This is an optimization exercise on Yosys and OpenROAD, whose aim is small area, a short achievable clock period and few clock cycles per item, not a production implementation. Only simulation tests tie the RTL to the original design; equivalence was not proved. No activity file was given, so power comes from the tool's default toggle rates.

File: design/flow/flow/run.sh
#!/bin/bash
# The standard layout (the standard.sh, standard synthesis included)
# with two changes to how the layout is made:
#  - each port gets a sky130_fd_sc_hd__buf_1 buffer; the standard flow's
#    buffer_ports picks the clkdlybuf4s50_1 delay cell, which is larger and
#    slower;
#  - clock tree synthesis adds no dummy load cells.
# make's full output goes to standard.log; ORFS keeps each step's own log
# under orfs/logs/.
set -euo pipefail
cat >> config.mk <<'EOT'
export BUFFER_PORTS_ARGS = -buffer_cell sky130_fd_sc_hd__buf_1
export CTS_ARGS = -sink_clustering_enable -repair_clock_nets -dont_use_dummy_load
EOT
bash standard.sh > standard.log 2>&1
File: design/flow/standard.sh
#!/bin/bash
# synth_recipe.tcl (not shown) runs the flow's synth.tcl, then flattens the netlist and writes it again
# the make line also repeats each setting of config.mk as NAME=value (left out here)
make -C /OpenROAD-flow-scripts/flow DESIGN_CONFIG=/design/flow/config.mk WORK_HOME=/design/flow/orfs CLKGATE_MAP_FILE= SYNTH_SCRIPT=/design/flow/synth_recipe.tcl "${@:-finish}"
File: design/flow/config.mk
export PLATFORM = sky130hd
export DESIGN_NAME = esp3_codec
export DESIGN_NICKNAME = esp3_codec
export VERILOG_FILES = /design/flow/design.v
export SDC_FILE = /design/flow/constraint.sdc
export NUM_CORES = 4
export LEC_CHECK = 0
export CAP_MARGIN = 20
export CORE_MARGIN = 2
export CORE_UTILIZATION = 40
export SETUP_SLACK_MARGIN = 3.7
export SLEW_MARGIN = 20
export BUFFER_PORTS_ARGS = -buffer_cell sky130_fd_sc_hd__buf_1
export CTS_ARGS = -sink_clustering_enable -repair_clock_nets -dont_use_dummy_load
File: design/flow/constraint.sdc
create_clock -name core_clock -period 6.5 [get_ports {clk}]
set_input_delay 1.3000 -clock core_clock [delete_from_list [all_inputs] [get_ports {clk}]]
set_output_delay 1.3000 -clock core_clock [all_outputs]
set_load 0.01 [all_outputs]
File: design/flow/design.v
module esp3_codec (
    input  wire        clk,
    input  wire        rst,
    input  wire        teach_en,
    input  wire [31:0] local_addr,
    input  wire        in_valid,
    input  wire [7:0]  in_data,
    output reg         in_ready,
    output reg         res_valid,
    input  wire        res_ready,
    output wire [1:0]  res_status,
    output reg  [1:0]  res_tag,
    output wire [7:0]  res_type,
    output wire [15:0] res_dlen,
    output wire [7:0]  res_olen,
    output wire [63:0] res_head,
    output wire [31:0] res_sender,
    output wire [7:0]  res_rstatus,
    output wire [31:0] res_dest,
    output reg         res_resp,
    output reg         tx_valid,
    input  wire        tx_ready,
    output reg  [7:0]  tx_data,
    output reg         tx_last
);
    localparam [2:0] S_HUNT = 3'd0,   
                     S_HDR  = 3'd1,   
                     S_HCRC = 3'd2,   
                     S_DATA = 3'd3,   
                     S_OPT  = 3'd4,   
                     S_DCRC = 3'd5;   
    function [7:0] crc8;
        input [7:0] c;
        input [7:0] b;
        integer k;
        reg [7:0] x;
        begin
            x = c ^ b;
            for (k = 0; k < 8; k = k + 1)
                x = x[7] ? ((x << 1) ^ 8'h07) : (x << 1);
            crc8 = x;
        end
    endfunction
    reg [2:0]  state;
    reg [1:0]  hcnt;
    reg [15:0] dlen;
    reg [7:0]  olen;
    reg [7:0]  ptype;
    reg [7:0]  crc;
    reg        hdr_ok;
    reg [15:0] rem;       
    reg [3:0]  idx;       
    reg [63:0] head;      
    reg [39:0] win;       
    reg [31:0] dest;      
    reg        bad;
    reg [31:0] la;
    reg [31:0] tx_snd;
    reg        tx_ute;
    reg [4:0]  tx_idx;    
    reg [7:0]  tx_crc;
    wire take    = in_valid && in_ready;
    wire tx_take = tx_valid && tx_ready;
    wire dlen_hi  = |dlen[15:3];                  
    wire [7:0] dgt;                               
    assign dgt[0] = dlen_hi || (dlen[2:0] != 3'd0);
    assign dgt[1] = dlen_hi || (dlen[2:0] > 3'd1);
    assign dgt[2] = dlen_hi || (dlen[2:0] > 3'd2);
    assign dgt[3] = dlen_hi || (dlen[2:0] > 3'd3);
    assign dgt[4] = dlen_hi || (dlen[2:0] > 3'd4);
    assign dgt[5] = dlen_hi || (dlen[2:0] > 3'd5);
    assign dgt[6] = dlen_hi || (dlen[2:0] > 3'd6);
    assign dgt[7] = dlen_hi;
    wire rem_last = (rem == 16'd1);
    wire rem_lo   = (rem[15:3] == 13'd0);         
    wire is_radio = (ptype == 8'h01);
    wire is_ute   = is_radio && dgt[0] && (head[63:56] == 8'hD4);
    wire is_bs4   = is_radio && dgt[4] && (head[63:56] == 8'hA5) && !head[27];
    wire [1:0] tag = !is_radio ? 2'd0 :
                     is_ute    ? 2'd2 :
                     is_bs4    ? 2'd3 : 2'd1;
    wire can_resp = (is_ute && dlen == 16'd13) || (is_bs4 && dlen == 16'd10);
    wire data_ok  = hdr_ok && (in_data == crc);
    wire want     = data_ok && teach_en && can_resp;
    reg [2:0] state_t;
    reg [3:0] idx_t;
    always @(*) begin
        state_t = state;
        idx_t   = idx;
        case (state)
        S_HUNT: if (in_data == 8'h55) state_t = S_HDR;
        S_HDR:  if (hcnt == 2'd3) state_t = S_HCRC;
        S_HCRC: begin
            idx_t = 4'd0;
            state_t = (dlen != 16'd0) ? S_DATA :
                      (olen != 8'd0)  ? S_OPT  : S_DCRC;
        end
        S_DATA: if (rem_last) begin
            idx_t   = 4'd0;
            state_t = (olen != 8'd0) ? S_OPT : S_DCRC;
        end else if (!idx[3])
            idx_t = idx + 4'd1;
        S_OPT: begin
            if (!idx[3]) idx_t = idx + 4'd1;
            if (rem_last) state_t = S_DCRC;
        end
        default: state_t = S_HUNT;
        endcase
    end
    wire [2:0] state_n    = take ? state_t : state;
    wire [3:0] idx_n      = take ? idx_t : idx;
    wire       start      = take && (state == S_DCRC) && want;
    wire       res_pend_n = (res_valid && !res_ready) || (take && state == S_DCRC);
    wire       tx_busy_c  = tx_valid && !(tx_ready && tx_last);
    wire sr_hold = (state != S_HUNT);
    wire sr_take = (state == S_HUNT) ? (in_data == 8'h55) : (state != S_DCRC);
    wire stall_res_n = (res_valid && !res_ready) && (take ? sr_take : sr_hold);
    wire to_dcrc = ((state == S_HCRC) && dlen == 16'd0 && olen == 8'd0) ||
                   ((state == S_DATA) && rem_last && olen == 8'd0) ||
                   ((state == S_OPT) && rem_last);
    wire sl_cond = can_resp ||
                   (!dlen_hi && (tx_ute ? (tx_take ? (tx_idx < 5'd12) : (tx_idx < 5'd13))
                                        : (!dgt[3] && (tx_take ? (tx_idx < 5'd8) : (tx_idx < 5'd9)))));
    wire stall_last_n = tx_busy_c && sl_cond &&
                        (take ? to_dcrc : (state == S_DCRC));
    wire [5:0] lead = {1'b0, tx_idx} + 6'd16 - {2'b0, idx};    
    wire lt5 = lead < 6'd21;
    wire lt6 = lead < 6'd22;
    wire lt7 = lead < 6'd23;
    wire sh_hcrc = (state == S_HCRC) && (dlen != 16'd0) &&
                   (tx_take ? (tx_idx < 5'd5) : (tx_idx < 5'd6));
    wire sh_data = (state == S_DATA) && !rem_last && (idx < 4'd7) &&
                   (tx_take ? lt6 : lt7);
    wire sh_hold = (state == S_DATA) && !idx[3] && (tx_take ? lt5 : lt6);
    wire stall_head_n = tx_busy_c && (take ? (sh_hcrc || sh_data) : sh_hold);
    wire in_ready_n = !(stall_res_n || stall_head_n || stall_last_n);
    wire [7:0] tx_crc_n = crc8(tx_crc, tx_data);
    reg  [7:0] tx_next;
    always @(*) begin
        tx_next = 8'h00;
        if (tx_ute) begin
            case (tx_idx)
            5'd0:  tx_next = 8'h00;
            5'd1:  tx_next = 8'h0D;
            5'd2:  tx_next = 8'h07;
            5'd3:  tx_next = 8'h01;
            5'd4:  tx_next = 8'hFD;
            5'd5:  tx_next = 8'hD4;
            5'd6:  tx_next = 8'h91;
            5'd7:  tx_next = head[47:40];
            5'd8:  tx_next = head[39:32];
            5'd9:  tx_next = head[31:24];
            5'd10: tx_next = head[23:16];
            5'd11: tx_next = head[15:8];
            5'd12: tx_next = head[7:0];
            5'd13: tx_next = la[31:24];
            5'd14: tx_next = la[23:16];
            5'd15: tx_next = la[15:8];
            5'd16: tx_next = la[7:0];
            5'd17: tx_next = 8'h00;
            5'd18: tx_next = 8'h03;
            5'd19: tx_next = tx_snd[31:24];
            5'd20: tx_next = tx_snd[23:16];
            5'd21: tx_next = tx_snd[15:8];
            5'd22: tx_next = tx_snd[7:0];
            5'd23: tx_next = 8'hFF;
            5'd24: tx_next = 8'h00;
            default: tx_next = tx_crc_n;
            endcase
        end else begin
            case (tx_idx)
            5'd0:  tx_next = 8'h00;
            5'd1:  tx_next = 8'h0A;
            5'd2:  tx_next = 8'h07;
            5'd3:  tx_next = 8'h01;
            5'd4:  tx_next = 8'hEB;
            5'd5:  tx_next = 8'hA5;
            5'd6:  tx_next = head[55:48];
            5'd7:  tx_next = head[47:40];
            5'd8:  tx_next = head[39:32];
            5'd9:  tx_next = 8'hF0;
            5'd10: tx_next = la[31:24];
            5'd11: tx_next = la[23:16];
            5'd12: tx_next = la[15:8];
            5'd13: tx_next = la[7:0];
            5'd14: tx_next = 8'h00;
            5'd15: tx_next = 8'h03;
            5'd16: tx_next = tx_snd[31:24];
            5'd17: tx_next = tx_snd[23:16];
            5'd18: tx_next = tx_snd[15:8];
            5'd19: tx_next = tx_snd[7:0];
            5'd20: tx_next = 8'hFF;
            5'd21: tx_next = 8'h00;
            default: tx_next = tx_crc_n;
            endcase
        end
    end
    wire [7:0] dbyte = (state == S_DATA) ? in_data : 8'h00;
    wire [7:0] obyte = (state == S_OPT)  ? in_data : 8'hFF;
    wire dcrc_take = take && (state == S_DCRC);
    wire data_take = take && (state == S_DATA);
    wire opt_take  = take && (state == S_OPT);
    integer i;
    always @(posedge clk) begin
        if (rst) begin
            state     <= S_HUNT;
            in_ready  <= 1'b1;
            res_valid <= 1'b0;
            tx_valid  <= 1'b0;
        end else begin
            state     <= state_n;
            idx       <= idx_n;
            res_valid <= res_pend_n;
            tx_valid  <= tx_busy_c || start;
            in_ready  <= in_ready_n;
            if (!tx_valid) begin
                tx_idx  <= 5'd0;
                tx_data <= 8'h55;
                tx_last <= 1'b0;
                tx_crc  <= 8'd0;
            end else if (tx_take) begin
                tx_idx  <= tx_idx + 5'd1;
                tx_data <= tx_next;
                tx_last <= tx_ute ? (tx_idx == 5'd25) : (tx_idx == 5'd22);
                if (tx_idx >= 5'd6)
                    tx_crc <= tx_crc_n;
            end
            if (state == S_DCRC && !tx_valid) begin
                tx_ute <= !tag[0];
                la     <= local_addr;
                tx_snd <= win[39:8];
            end
            if (state == S_DCRC)
                res_tag <= tag;
            if (state == S_HUNT) begin
                hcnt <= 2'd0;
                crc  <= 8'd0;
            end else if (take) begin
                crc <= crc8(crc, in_data);
            end
            if (take && state == S_HDR) begin
                hcnt <= hcnt + 2'd1;
                case (hcnt)
                2'd0: dlen[15:8] <= in_data;
                2'd1: dlen[7:0]  <= in_data;
                2'd2: olen       <= in_data;
                default: ptype   <= in_data;
                endcase
            end
            if (take && state == S_HCRC) begin
                hdr_ok <= (in_data == crc);
                rem    <= (dlen != 16'd0) ? dlen : {8'd0, olen};
            end
            if (data_take)
                rem <= rem_last ? {8'd0, olen} : rem - 16'd1;
            if (opt_take)
                rem <= rem - 16'd1;
            if (dcrc_take) begin
                bad      <= !data_ok;
                res_resp <= want;
            end
            for (i = 0; i < 8; i = i + 1)
                if ((data_take && idx == i) || (dcrc_take && !dgt[i]))
                    head[63-8*i -: 8] <= dbyte;
            for (i = 0; i < 5; i = i + 1)
                if ((data_take && rem_lo && rem[2:0] == 3'd5 - i) ||
                    (dcrc_take && !dgt[5]))
                    win[39-8*i -: 8] <= dbyte;
            for (i = 0; i < 4; i = i + 1)
                if ((opt_take && idx == i + 1) || (dcrc_take && olen < 8'd5))
                    dest[31-8*i -: 8] <= obyte;
        end
    end
    assign res_status  = {bad, bad};
    assign res_type    = ptype;
    assign res_dlen    = dlen;
    assign res_olen    = olen;
    assign res_head    = head;
    assign res_sender  = win[39:8];
    assign res_rstatus = win[7:0];
    assign res_dest    = dest;
endmodule
==> out/metrics.cfg <==
[global_routing]
grt.met3_usage_pct=5.746
grt.busiest_layer=met1
grt_pass1_wl_mm=66.58
globalRouteMet2Util_pct=37.13
grt_pass1_vias=9979
overflow=0
antenna_found_initial=0
grt_util_all_layers_pct=25.31
grtUsageMet1_pct=37.53
grt_max_degree=66

[yosys]
synthCells=1046
synth_area_per_cell_um2=13.07
synth.distinct_cells=74
synth_fp_nets=1123
seq_area_frac_synth_pct=64.56
async_reset_ff_share_pct=0
yosysTopAreaCell=edfxtp_1
synth_edf_count=290
ys_top_cells_by_count=edfxtp_1 (290), nand2_1 (73), nor2_1 (70), clkbuf_1 (47)
synth_area_leaders=edfxtp_1 (64%), ha_1 (2.7%), xnor2_1 (2.5%)
yosys.cell_count.top_type=edfxtp_1
ys.flop_type=edfxtp_1
ys_ff_latch=296
syn_area_mm2=0.01367
yosys_warnings=1
netlist.area_leader.share_pct=63.68

[sta]
finalSetupTns_ps=0
finalCritPeriodShare_pct=43.29
slew-limit-headroom_pct=31.53
tightest_slew_ps=1019
skew_ps=25.03
finalHoldViolCount=0
setup_viol=0
drv_slew=0
clock.fmax_ghz=0.3554
rsz0062_at_grt=yes
hold_slack_ps=459.3
period_needed_ps=2814

[cells_and_area]
area_growth_pct=21.50
layout-drive-gt1-share_pct=13.99
fin_cells=1749
antenna_cells=0
final_util_pct=49.42
fin_nets=1380

[clock_tree]
worstSkewPairLatency_ps=560
path_clk_slew_ps=60
cts_root_buf=clkbuf_16
cts_buffers=31
tritoncts=yes
htree_levels=1
clock_path_buffers=3
cts_hold_buffers=0
cts_num_sinks=296

[drt]
num_vias=10680
viasPerCell=6.103
drt_first_iter_violations=1478
wl_per_cell_um=26.82
first_pass_iters=6
drc=0
drtAntennaViolNets=0
routed_wl_mm=46.91

[outcome]
status=no timing/DRC/antenna violations

[placement]
dp_cells=1681
dp_hpwl_mm=33.48
io_buffers=230
place.gp.congestion=1.017

[setup_path]
worstPathRequired_ps=6810
cp.depth=8
path_buf_inv=2
critPathTopFamily=compound AO/OA/AOI/OAI gates
cpMostUsedCell=buf_4
ff2ff_path_depth=8
crit_type=flip-flop to flip-flop
cp_cell_sequence=buf_4 > ha_4 > nor4bb_2 > buf_4 > a22o_1 > a2111oi_1 > o2111ai_1 > o311a_1
worst_setup_path_end_kind=flip-flop
critPathMaxStageDelay_ps=700
cpMaxStageDelayCell=a2111oi_1
worstPathMaxFanout=17
cp-start-kind=flip-flop
arrival_ps=3120

[pwr]
swShare_pct=22.13
internal_power_mw=3.061
seqPwrFrac_pct=54.3
cellLeakagePower_nw=5.551
power.share.combinational_pct=8.0
power.switching_uw=869.9
clkPwrFrac_pct=37.7
power.density_mw_per_mm2=236.6
peakVddDrop_mv=0.1845

[flow_run]
maxCapViolCount=0

[floorplan]
die_x_um=188.9
fp.dieH_um=188.9
coreArea_mm2=0.03362
row_count=67
io_pins=231
die_area_mm2=0.03568
start_util_pct=40.68

[worst_hold_path]
hold_class=flip-flop to flip-flop
whs_path_depth=0

==> logic make-up (layout without fill, tap and decap cells) <==
kind of cell	Yosys count	in the layout	share of synthesized area (%)
buffers and inverters	82	337	2.379
muxes	10	10	0.7961
AOI/OAI and AO/OA	236	236	12.39
DFF	296	296	64.56
adders and majority gates	32	32	2.965
xor gates and xnor gates	58	58	3.715
and+or+nand+nor	332	332	13.19
==> sequential cells by signal, summed over array words and instances, names as in the netlist, 2 cells and up <==
name / cells
hcnt: 2
tx_data: 8
dest: 32
win: 40
olen: 8
tx_crc: 8
idx: 4
ptype: 8
tx_idx: 5
la: 32
crc: 8
tx_snd: 32
res_tag: 2
head: 64
dlen: 16
rem: 16
state: 3
==> worst paths after layout <==
check                                from                  endpoint  slack, ps
setup reg to reg  tx_idx[0]$_SDFFCE_PN0P_  tx_data[5]$_SDFFCE_PN0P_       3690
setup / recovery  tx_idx[0]$_SDFFCE_PN0P_  tx_data[5]$_SDFFCE_PN0P_       3690
hold / removal          win[39]$_DFFE_PP_      tx_snd[31]$_DFFE_PP_        460
hold reg to reg         win[39]$_DFFE_PP_      tx_snd[31]$_DFFE_PP_        460
==> final cells by class <==
class	instances	area [um2]
timing repair buffer	282	1306
tap	448	560.5
clock buffer	31	775.7
inverter	24	90.09
multi-input combinational	668	5054
sequential	296	8828
fill	3000	17000
==> cell usage in the layout (no fill, tap or decap), types with 6 or more instances in the layout <==
| cell type | count |
|---|---|
| nor3_1 | 17 |
| xnor2_1 | 34 |
| nor2b_1 | 10 |
| a221oi_1 | 6 |
| clkbuf_16 | 31 |
| nand2_1 | 71 |
| a222oi_1 | 8 |
| nor4bb_1 | 6 |
| a21oi_1 | 26 |
| a21o_1 | 7 |
| buf_4 | 44 |
| buf_1 | 221 |
| nor4_1 | 6 |
| a21oi_4 | 11 |
| a211o_1 | 7 |
| nand3_1 | 29 |
| nor2_1 | 68 |
| ha_1 | 24 |
| buf_2 | 7 |
| a32oi_1 | 11 |
| a22o_1 | 13 |
| dfxtp_1 | 6 |
| inv_1 | 24 |
| o2111ai_1 | 6 |
| and2_1 | 16 |
| a22oi_1 | 31 |
| and3_1 | 12 |
| nand2b_1 | 19 |
| a211oi_1 | 6 |
| mux2_2 | 7 |
| nand4_1 | 12 |
| o21ai_0 | 37 |
| edfxtp_1 | 290 |
| xor2_1 | 19 |
==> power by group through the flow <==
stage,logic (mW),clock network (mW),registers [mW]
finish,0.316,1.48,2.13
global route,0.343,1.57,2.13
CTS,0.294,1.50,2.13
detailed placement,0.275,0,2.17
global placement,0.273,0,2.17
floorplan,0.205,0,2.16
==> per-layer routing <==
metal  wire [um]  vias up
met5           0        -
met4        1542        0
met3        5041      106
met2       20180      751
met1       20150     5254
li1            -     4564
==> per-stage QoR <==
step / worst slack, ps / total power [mW] / instance area, um2
2_1_floorplan: 3091 / 2.366 / 13840
3_5_place_dp: 2919 / 2.448 / 15130
5_1_grt: 3609 / 4.046 / 16610
6_report: 3686 / 3.931 / 16610
3_3_place_gp: 2851 / 2.444 / 15130
4_1_cts: 3680 / 3.921 / 16210
==> what timing repair did <==
item / CTS / global route
gates resized for setup: 40 / 40
setup buffers: 17 / 20
endpoints found under the setup margin: 105 / 147
pin swaps: 5 / 10
endpoints found under the hold margin: 0 / 0
Testbench counts, summed over its fixed seeds: cycles 56,415, bytes 55,529.

==> static timing again, ports no longer ideal <==
How much do the figures lean on ideal ports? The routed layout below was timed once more, with nothing changed but the port constraints. Step 1: set_driving_cell puts a clkbuf_16 on clk and a buf_2 on each other input, an assumption about the parent block. Step 2, shift: input delay + t, output delay - t, t = (earliest + latest rising clock arrival at the registers) / 2. This alone moves slack from input paths to output paths. Three values: no drivers, after step 1, after step 2; two values: the first two.
t (ns): 0.601
setup slack, ns: 3.686 / 3.686 / 3.178
slew at the worst register clock pin (ns): 0.06 / 0.06
pins driven straight from the clock port: 1
After both steps setup and hold are still met in this run. The setup slack of this run moves by 0.000 ns with the drivers and by -0.508 ns with both steps.
